This design comes from an exercise in tuning for small area, a short achievable clock period and few clock cycles on the open sky130 flow, not from production work.
The RTL was checked by simulation tests, not by an equivalence proof against the original design.
Power figures rest on the tool's default switching activity, not on a simulated workload.

==> exp/delta <==
==> flow/design.v (excerpt) <==
module soc16_core (
    input  wire        clk,
    input  wire        rst,           
    input  wire [8:0]  code_size,     
    output reg         mem_req,
    output reg         mem_we,
    output reg  [7:0]  mem_addr,
    output reg  [15:0] mem_wdata,
    input  wire        mem_ready,
    input  wire [15:0] mem_rdata,
    output reg         in_req,
    input  wire        in_valid,
    input  wire        in_eof,
    input  wire        in_abort,
    input  wire [15:0] in_data,
    output reg         out_valid,
    output reg  [15:0] out_data,
    input  wire        cancel,
    output reg         halted,
    output reg         faulted,
    output reg  [3:0]  fault_code,
    output reg  [15:0] fault_pc,
    output reg  [15:0] fault_word
);
==> module soc16_divider, before the edit <==
module soc16_divider (
    input  wire        clk,
    input  wire        rst,
    input  wire        start,       
    input  wire        load,        
    input  wire        is_mul,
    input  wire [15:0] x,           
    input  wire [15:0] y,           
    output wire        done,        
    output wire [15:0] quot,        
    output wire        quot_ovf,    
    output wire [15:0] rem,         
    output wire        mul_ovf      
);
    reg        busy;
    reg        fin;
    reg        first;      
    reg        mode_mul;
    reg [2:0]  count;      
    reg [15:0] q_reg;      
    reg [15:0] r_reg;      
    reg [15:0] d_mag;      
    reg [17:0] d3;         
    wire       d_one = (d_mag == 16'd1);
    reg        x_neg;
    reg        y_neg;
    reg        sticky;     
    wire [15:0] w  = x ^ {16{x[15]}};
    wire [15:0] v  = x[15] ? {w[14:0], 1'b1} : w;    
    wire [7:0]  vp = {|v[15:14], |v[13:12], |v[11:10], |v[9:8],
                      |v[7:6],   |v[5:4],   |v[3:2],   |v[1:0]};
    reg  [2:0]  k;
    always @(*) begin
        casez (vp)
            8'b1???????: k = 3'd7;
            8'b01??????: k = 3'd6;
            8'b001?????: k = 3'd5;
            8'b0001????: k = 3'd4;
            8'b00001???: k = 3'd3;
            8'b000001??: k = 3'd2;
            8'b0000001?: k = 3'd1;
            default:     k = 3'd0;
        endcase
    end
    wire [15:0] x_abs, y_abs;
    wire        x_co, y_co;
    soc16_add #(16) u_xabs (.a(x ^ {16{x[15]}}), .b(16'd0), .cin(x[15]), .s(x_abs), .cout(x_co));
    soc16_add #(16) u_yabs (.a(y ^ {16{y[15]}}), .b(16'd0), .cin(y[15]), .s(y_abs), .cout(y_co));
    wire [15:0] x_sh  = x_abs << {~k, 1'b0};
    wire [17:0] rs  = {r_reg, q_reg[15:14]};
    wire [17:0] c1, c2, c3;
    wire        g1, g2, g3c;      
    soc16_add #(18) u_c1 (.a(rs), .b(~{2'b0, d_mag}),       .cin(1'b1), .s(c1), .cout(g1));
    soc16_add #(18) u_c2 (.a(rs), .b(~{1'b0, d_mag, 1'b0}), .cin(1'b1), .s(c2), .cout(g2));
    soc16_add #(18) u_c3 (.a(rs), .b(~d3),                  .cin(1'b1), .s(c3), .cout(g3c));
    wire        g3  = first ? (d_one && q_reg[15:14] == 2'b11) : g3c;
    wire [1:0]  dig = g3 ? 2'd3 : g2 ? 2'd2 : g1 ? 2'd1 : 2'd0;
    reg  [15:0] rdiv;
    always @(*) begin
        case (dig)
            2'd3:    rdiv = first ? 16'd0 : c3[15:0];
            2'd2:    rdiv = c2[15:0];
            2'd1:    rdiv = c1[15:0];
            default: rdiv = rs[15:0];
        endcase
    end
    wire [18:0] m0 = {1'b0, r_reg, 2'b00};
    wire [18:0] m1 = q_reg[15] ? {2'b0, d_mag, 1'b0} : 19'd0;
    wire [18:0] m2 = q_reg[14] ? {3'b0, d_mag} : 19'd0;
    wire [18:0] ms = m0 ^ m1 ^ m2;                                     
    wire [18:0] mc = {(m0[17:0] & m1[17:0]) | (m0[17:0] & m2[17:0]) | (m1[17:0] & m2[17:0]), 1'b0};
    wire [18:0] macc;
    wire        m_co;
    soc16_add #(19) u_macc (.a(ms), .b(mc), .cin(1'b0), .s(macc), .cout(m_co));
    wire [17:0] d3_sum;
    wire        d3_co;
    soc16_add #(18) u_d3 (.a({2'b0, d_mag}), .b({1'b0, d_mag, 1'b0}), .cin(1'b0), .s(d3_sum), .cout(d3_co));
    always @(posedge clk) begin
        if (rst) begin
            busy <= 1'b0;
            fin  <= 1'b0;
        end else begin
            busy <= start || (busy && count != 3'd0);
            fin  <= busy && count == 3'd0 && !fast;
        end
        if (load) begin
            first    <= 1'b1;
            mode_mul <= is_mul;
            count    <= k;
            q_reg    <= x_sh;
            r_reg    <= 16'd0;
            d_mag    <= y_abs;
            x_neg    <= x[15];
            y_neg    <= y[15];
            sticky   <= 1'b0;
        end else begin
            first    <= 1'b0;
            count    <= count - 3'd1;
            q_reg    <= {q_reg[13:0], dig};
            r_reg    <= mode_mul ? macc[15:0] : rdiv;
            sticky   <= sticky | (mode_mul & (macc[18:16] != 3'd0));
        end
        d3       <= d3_sum;
    end
    wire diff = x_neg ^ y_neg;
    wire fast = mode_mul ? !diff : (!x_neg && !y_neg);
    wire last = busy && count == 3'd0;
    wire rnz  = (r_reg != 16'd0);
    wire adj  = !mode_mul && diff && rnz;
    wire [15:0] q_neg;
    wire        qn_co;
    soc16_add #(16) u_qneg (.a(~q_reg), .b(16'd0), .cin(1'b1), .s(q_neg), .cout(qn_co));
    wire [15:0] quot_s  = !diff ? q_reg : rnz ? ~q_reg : q_neg;
    wire        qovf_s  = !diff && q_reg[15];
    wire        movf_s  = sticky || (r_reg[15] && !(diff && r_reg[14:0] == 15'd0));
    wire sgn = mode_mul ? diff : y_neg;
    wire [15:0] rem_plain, rem_adj;
    wire        rp_co, ra_co;
    soc16_add #(16) u_remp (.a(r_reg ^ {16{sgn}}), .b(16'd0), .cin(sgn), .s(rem_plain), .cout(rp_co));  
    soc16_add #(16) u_rema (.a(sgn ? r_reg : d_mag), .b(~(sgn ? d_mag : r_reg)), .cin(1'b1),
                            .s(rem_adj), .cout(ra_co));                   
    wire [15:0] rem_s = adj ? rem_adj : rem_plain;
    assign done     = fin || (last && fast);
    assign quot     = fin ? quot_s : {q_reg[13:0], dig};
    assign quot_ovf = fin && qovf_s;
    assign rem      = fin ? rem_s : mode_mul ? macc[15:0] : rdiv;
    assign mul_ovf  = fin ? movf_s : (sticky || macc[18:15] != 4'd0);
endmodule
==> flow/config.mk <==
export PLATFORM = sky130hd
export DESIGN_NAME = soc16_core
export DESIGN_NICKNAME = soc16_core
export VERILOG_FILES = /design/flow/design.v
export SDC_FILE = /design/flow/constraint.sdc
export NUM_CORES = 4
export LEC_CHECK = 0
export CAP_MARGIN = 20
export CORE_MARGIN = 2
export CORE_UTILIZATION = 40
export SLEW_MARGIN = 20
==> flow/constraint.sdc <==
create_clock -name core_clock -period 16.0 [get_ports {clk}]
set_input_delay 3.2000 -clock core_clock [delete_from_list [all_inputs] [get_ports {clk}]]
set_output_delay 3.2000 -clock core_clock [all_outputs]
set_load 0.01 [all_outputs]
standard.sh (not shown) runs the stock make flow with config.mk's settings and CLKGATE_MAP_FILE= SYNTH_SCRIPT=/design/flow/synth_recipe.tcl, a recipe that flattens the netlist after the stock synthesis.
==> flow/flow/run.sh <==
#!/bin/bash
set -euo pipefail
bash standard.sh SETUP_SLACK_MARGIN=11.5 finish > flow_make.log 2>&1
==> exp/harbor: changes against exp/delta <==
--- a/flow/design.v
+++ b/flow/design.v
@@ -49,11 +49,11 @@
     wire       d_one = (d_mag == 16'd1);
     reg        x_neg;
     reg        y_neg;
     reg        sticky;     
     wire [15:0] w  = x ^ {16{x[15]}};
-    wire [15:0] v  = x[15] ? {w[14:0], 1'b1} : w;    
+    wire [15:0] v  = {w[14:0], x[15]};
     wire [7:0]  vp = {|v[15:14], |v[13:12], |v[11:10], |v[9:8],
                       |v[7:6],   |v[5:4],   |v[3:2],   |v[1:0]};
     reg  [2:0]  k;
     always @(*) begin
         casez (vp)
@@ -104,11 +104,11 @@
         if (rst) begin
             busy <= 1'b0;
             fin  <= 1'b0;
         end else begin
             busy <= start || (busy && count != 3'd0);
-            fin  <= busy && count == 3'd0 && !fast;
+            fin  <= busy && count == 3'd0;
         end
         if (load) begin
             first    <= 1'b1;
             mode_mul <= is_mul;
             count    <= k;
@@ -126,32 +126,26 @@
             sticky   <= sticky | (mode_mul & (macc[18:16] != 3'd0));
         end
         d3       <= d3_sum;
     end
     wire diff = x_neg ^ y_neg;
-    wire fast = mode_mul ? !diff : (!x_neg && !y_neg);
-    wire last = busy && count == 3'd0;
     wire rnz  = (r_reg != 16'd0);
     wire adj  = !mode_mul && diff && rnz;
+    assign done     = fin;
     wire [15:0] q_neg;
     wire        qn_co;
     soc16_add #(16) u_qneg (.a(~q_reg), .b(16'd0), .cin(1'b1), .s(q_neg), .cout(qn_co));
-    wire [15:0] quot_s  = !diff ? q_reg : rnz ? ~q_reg : q_neg;
-    wire        qovf_s  = !diff && q_reg[15];
-    wire        movf_s  = sticky || (r_reg[15] && !(diff && r_reg[14:0] == 15'd0));
+    assign quot     = !diff ? q_reg : rnz ? ~q_reg : q_neg;
+    assign quot_ovf = !diff && q_reg[15];
+    assign mul_ovf  = sticky || (r_reg[15] && !(diff && r_reg[14:0] == 15'd0));
     wire sgn = mode_mul ? diff : y_neg;
     wire [15:0] rem_plain, rem_adj;
     wire        rp_co, ra_co;
     soc16_add #(16) u_remp (.a(r_reg ^ {16{sgn}}), .b(16'd0), .cin(sgn), .s(rem_plain), .cout(rp_co));  
     soc16_add #(16) u_rema (.a(sgn ? r_reg : d_mag), .b(~(sgn ? d_mag : r_reg)), .cin(1'b1),
                             .s(rem_adj), .cout(ra_co));                   
-    wire [15:0] rem_s = adj ? rem_adj : rem_plain;
-    assign done     = fin || (last && fast);
-    assign quot     = fin ? quot_s : {q_reg[13:0], dig};
-    assign quot_ovf = fin && qovf_s;
-    assign rem      = fin ? rem_s : mode_mul ? macc[15:0] : rdiv;
-    assign mul_ovf  = fin ? movf_s : (sticky || macc[18:15] != 4'd0);
+    assign rem = adj ? rem_adj : rem_plain;
 endmodule
 module soc16_add #(parameter W = 16) (
     input  wire [W-1:0] a,
     input  wire [W-1:0] b,
     input  wire         cin,
@@ -230,13 +224,15 @@
     reg [8:0]  ipc;        
     reg [8:0]  ipc1;       
     reg        pt;         
     reg [15:0] ra_sel;     
     reg [15:0] rb_sel;
-    reg [8:0]  fq;         
-    reg [7:0]  maddr;      
-    reg        mwe;        
+    reg        fa_acc;     
+    reg        fa_imm;
+    reg        fa_ipc1;
+    reg        fa_fpc;
+    reg [8:0]  fpc;        
     reg        acc_we;
     reg [7:0]  acc_addr;
     reg [15:0] dq;         
     reg [3:0]  ld_rx;      
     reg [3:0]  fcode;
@@ -309,11 +305,13 @@
     wire        i_read  = g0 && (ry == 4'd0) && (rz == 4'd1);
     wire        i_write = g0 && (ry == 4'd0) && (rz == 4'd2);
     wire        i_jumpi = g0 && (ry == 4'd0) && (rz == 4'd3);
     wire        i_md    = (op == 4'h8) || (op == 4'h9) || (op == 4'hA);
     wire        i_ldi   = (op == 4'h4) && (rz[3:1] == 3'd0);
-    wire [8:0]  fetch_addr = fq;
+    wire [8:0]  fetch_addr = ({9{fa_imm}}  & {1'b0, imm}) |
+                             ({9{fa_ipc1}} & ipc1) |
+                             ({9{fa_fpc}}  & fpc);
     wire [3:0]  f_op     = mem_rdata[15:12];
     wire        f_pt     = (f_op == 4'hB);
     wire        f_use_ry = (f_op == 4'h4) || (f_op == 4'h6) || (f_op == 4'h7) ||
                            (f_op == 4'h8) || (f_op == 4'h9) || (f_op == 4'hA);
     wire [15:0] f_dx     = 16'd1 << mem_rdata[11:8];
@@ -332,11 +330,11 @@
         go_halt  = 1'b0;
         if (st_x) begin
             if (cancel) begin
                 go_fault = 1'b1; nf_code = F_INTERRUPT;
             end else if (!iv) begin
-                if (fq >= cs) begin go_fault = 1'b1; nf_code = F_MEM_OOB; end
+                if (fpc >= cs) begin go_fault = 1'b1; nf_code = F_MEM_OOB; end
             end else if (pc_oob) begin
                 go_fault = 1'b1; nf_code = F_MEM_OOB;
             end else begin
                 case (op)
                     4'h0: begin
@@ -392,22 +390,25 @@
     wire        n_m      = (xg && i_ldst && !go_fault) || (st_m && !mem_ready);
     wire        n_div    = (xg && i_md && !go_fault) || (st_div && !md_done);
     wire        n_rd     = (xg && i_read) || (st_rd && !in_valid && !in_eof && !in_abort);
     assign md_start = xg && i_md;
     wire done = halted || faulted;
-    wire [8:0]  f_next = f_pt ? {1'b0, mem_rdata[7:0]} : fq + 9'd1;   
-    wire [8:0]  nxt_fq = !ld_ir ? fq : redirect ? raddr : !mem_ready ? fq : f_next;
+    reg         nxt_iv;
+    always @(*) begin
+        nxt_iv = iv;
+        if (ld_ir)
+            nxt_iv = mem_ready && !redirect;
+        if (st_rd && in_valid)
+            nxt_iv = 1'b0;
+    end
+    wire        nxt_pt = ld_ir ? f_pt : pt;
     wire        nxt_m  = (st_x && iv && i_ldst) || (st_m && !mem_ready);
-    wire        x_st   = (op == 4'h3) || (op == 4'h4 && rz[0]);
-    wire [7:0]  x_acc  = (op == 4'h4) ? ra_data[7:0] : imm;
-    wire [7:0]  nxt_acc_addr = st_x ? x_acc : acc_addr;
-    wire        nxt_acc_we   = st_x ? x_st : acc_we;
     wire n_x  = !go_fault && !go_halt && !n_m && !n_div && !n_rd && !done;
     always @(*) begin
         mem_req    = !done;
-        mem_we     = mwe;
-        mem_addr   = maddr;
+        mem_we     = st_m && acc_we;
+        mem_addr   = ({8{fa_acc}} & acc_addr) | fetch_addr[7:0];
         mem_wdata  = dq;
         out_data   = dq;
         in_req     = st_rd;
         fault_code = fcode;
         fault_pc   = {7'd0, rec_pc};
@@ -419,50 +420,56 @@
             st_x      <= 1'b1;
             st_m      <= 1'b0;
             st_div    <= 1'b0;
             st_rd     <= 1'b0;
             iv        <= 1'b0;
-            fq        <= 9'd0;
-            maddr     <= 8'd0;
-            mwe       <= 1'b0;
+            fpc       <= 9'd0;
+            fa_acc    <= 1'b0;
+            fa_imm    <= 1'b0;
+            fa_ipc1   <= 1'b0;
+            fa_fpc    <= 1'b1;
             halted    <= 1'b0;
             faulted   <= 1'b0;
             out_valid <= 1'b0;
         end else begin
             st_x      <= n_x;
             st_m      <= n_m;
             st_div    <= n_div;
             st_rd     <= n_rd && !go_fault;
             out_valid <= xg && i_write;
-            fq        <= nxt_fq;
-            maddr     <= nxt_m ? nxt_acc_addr : nxt_fq[7:0];
-            mwe       <= n_m && nxt_acc_we;
+            fa_acc    <= nxt_m;
+            fa_imm    <= !nxt_m && nxt_iv && nxt_pt;
+            fa_ipc1   <= !nxt_m && nxt_iv && !nxt_pt;
+            fa_fpc    <= !nxt_m && !nxt_iv;
             if (ld_ir) begin
                 ir      <= mem_rdata;
                 ipc     <= fetch_addr;
                 ipc1    <= fetch_addr + 9'd1;
                 pt      <= f_pt;
                 ra_sel  <= f_sa;
                 rb_sel  <= f_sb;
                 iv      <= mem_ready && !redirect;
+                fpc     <= redirect ? raddr : fetch_addr;
+            end
+            if (st_rd && in_valid) begin
+                iv  <= 1'b0;
+                fpc <= ipc1;
             end
-            if (st_rd && in_valid)
-                iv <= 1'b0;
             if (go_halt)
                 halted <= 1'b1;
             if (go_fault) begin
                 faulted <= 1'b1;
                 fcode   <= nf_code;
             end
         end
         if (st_x) begin
             rec_word <= ir;
-            rec_pc   <= iv ? ipc : fq;
+            rec_pc   <= iv ? ipc : fpc;
         end
         if (st_x && iv) begin
-            acc_we   <= x_st;
-            acc_addr <= x_acc;
+            acc_we   <= (op == 4'h3) || (op == 4'h4 && rz[0]);
+            acc_addr <= (op == 4'h4) ? ra_data[7:0] : imm;
             ld_rx    <= rx;
             dq       <= (op == 4'h4) ? rb_data : ra_data;
         end
     end
 endmodule
==> exp/indigo: changes against exp/delta <==
--- a/flow/design.v
+++ b/flow/design.v
@@ -104,11 +104,11 @@
         if (rst) begin
             busy <= 1'b0;
             fin  <= 1'b0;
         end else begin
             busy <= start || (busy && count != 3'd0);
-            fin  <= busy && count == 3'd0 && !fast;
+            fin  <= busy && count == 3'd0;
         end
         if (load) begin
             first    <= 1'b1;
             mode_mul <= is_mul;
             count    <= k;
@@ -126,32 +126,26 @@
             sticky   <= sticky | (mode_mul & (macc[18:16] != 3'd0));
         end
         d3       <= d3_sum;
     end
     wire diff = x_neg ^ y_neg;
-    wire fast = mode_mul ? !diff : (!x_neg && !y_neg);
-    wire last = busy && count == 3'd0;
     wire rnz  = (r_reg != 16'd0);
     wire adj  = !mode_mul && diff && rnz;
+    assign done     = fin;
     wire [15:0] q_neg;
     wire        qn_co;
     soc16_add #(16) u_qneg (.a(~q_reg), .b(16'd0), .cin(1'b1), .s(q_neg), .cout(qn_co));
-    wire [15:0] quot_s  = !diff ? q_reg : rnz ? ~q_reg : q_neg;
-    wire        qovf_s  = !diff && q_reg[15];
-    wire        movf_s  = sticky || (r_reg[15] && !(diff && r_reg[14:0] == 15'd0));
+    assign quot     = !diff ? q_reg : rnz ? ~q_reg : q_neg;
+    assign quot_ovf = !diff && q_reg[15];
+    assign mul_ovf  = sticky || (r_reg[15] && !(diff && r_reg[14:0] == 15'd0));
     wire sgn = mode_mul ? diff : y_neg;
     wire [15:0] rem_plain, rem_adj;
     wire        rp_co, ra_co;
     soc16_add #(16) u_remp (.a(r_reg ^ {16{sgn}}), .b(16'd0), .cin(sgn), .s(rem_plain), .cout(rp_co));  
     soc16_add #(16) u_rema (.a(sgn ? r_reg : d_mag), .b(~(sgn ? d_mag : r_reg)), .cin(1'b1),
                             .s(rem_adj), .cout(ra_co));                   
-    wire [15:0] rem_s = adj ? rem_adj : rem_plain;
-    assign done     = fin || (last && fast);
-    assign quot     = fin ? quot_s : {q_reg[13:0], dig};
-    assign quot_ovf = fin && qovf_s;
-    assign rem      = fin ? rem_s : mode_mul ? macc[15:0] : rdiv;
-    assign mul_ovf  = fin ? movf_s : (sticky || macc[18:15] != 4'd0);
+    assign rem = adj ? rem_adj : rem_plain;
 endmodule
 module soc16_add #(parameter W = 16) (
     input  wire [W-1:0] a,
     input  wire [W-1:0] b,
     input  wire         cin,
==> impl_metrics.py <==
metrics = {
    "final_layout": {
        "bufAreaShareNonClock_pct": 10.38,
        "clkbuf_count": 61,
    },
    "global_routing": {
        "grt_pass1_wl_um": 180700,
        "first_global_vias": 26620,
    },
    "status": {
        "outcome": "timing/DRC/antenna clean",
    },
    "logic_synthesis": {
        "synth_cells": 3044,
    },
    "critical_path": {
        "reg2reg_depth": 19,
    },
    "timing": {
        "tightest_slew_ns": 1.195,
    },
    "clocking": {
        "clkSinkCount": 469,
    },
}
the above is filed under exp/harbor

==> impl_metrics.py <==
metrics = {
    "final_layout": {
        "signal_buffers": 364,
        "bufAreaShareNonClock_pct": 9.231,
    },
    "clocking": {
        "clkSinkCount": 474,
    },
    "pwr": {
        "finalPower_w": 0.004854,
        "top_power_group": "combinational logic",
    },
    "logic_synthesis": {
        "synth_cells": 3097,
        "yosysTopAreaCellShare_pct": 38.27,
    },
    "status": {
        "outcome": "timing/DRC/antenna clean",
    },
    "global_routing": {
        "grt_pass1_wl_um": 175200,
    },
    "timing": {
        "tightest_slew_ns": 1.202,
    },
}
the above is filed under exp/indigo

==> impl_metrics.py <==
metrics = {
    "logic_synthesis": {
        "synthAdderAreaFrac_pct": 7.880,
        "syn_area_per_cell_um2": 9.636,
        "synth_cells": 3141,
    },
    "global_routing": {
        "grt_pass1_wl_um": 178900,
    },
    "status": {
        "outcome": "timing/DRC/antenna clean",
    },
    "critical_path": {
        "reg2reg_depth": 21,
    },
    "die": {
        "rows": 100,
    },
    "pwr": {
        "p_seq_share_pct": 32.1,
    },
    "clocking": {
        "clkSinkCount": 474,
        "worst_skew_pair.late_latency_ns": 0.64,
    },
    "final_layout": {
        "bufAreaShareNonClock_pct": 10.66,
        "clkbuf_count": 58,
    },
}
the above is filed under exp/delta

Testbench counts of exp/delta, summed over its fixed seeds: cycles 120,201.
Testbench counts of exp/harbor, summed over its fixed seeds: cycles 127,672.
Testbench counts of exp/indigo, summed over its fixed seeds: cycles 125,097.

[port drivers added, routing unchanged]
In the flow no input, the clock included, has a driving cell. The finished layouts below were timed again as built, in two steps. Step 1 assumes that a clkbuf_16 drives the clock port and a buf_2 every other input. Step 2 moves the port delays by t, midway between the first and last clock arrival at a register: inputs arrive t later, outputs are due t later. That takes back most of the time a late clock gives input paths. a / b / c = no drivers / after step 1 / after step 2; a / b = the first two.
| run | shift t [ns] | slack for setup (ns) | worst hold slack (ns) | slew at the worst register clock pin (ns) |
|---|---|---|---|---|
| exp/delta | 0.681 | 11.314 / 11.314 / 10.776 | 0.458 / 0.458 / 0.458 | 0.07 / 0.07 |
| exp/harbor | 0.696 | 10.900 / 10.832 / 10.765 | 0.447 / 0.447 / 0.447 | 0.07 / 0.07 |
| exp/indigo | 0.698 | 11.089 / 11.089 / 10.773 | 0.457 / 0.457 / 0.457 | 0.07 / 0.07 |
After both steps every run listed still meets setup and hold. The setup slack of exp/delta, which loses most, moves by 0.000 ns with the drivers and by -0.538 ns with both steps.
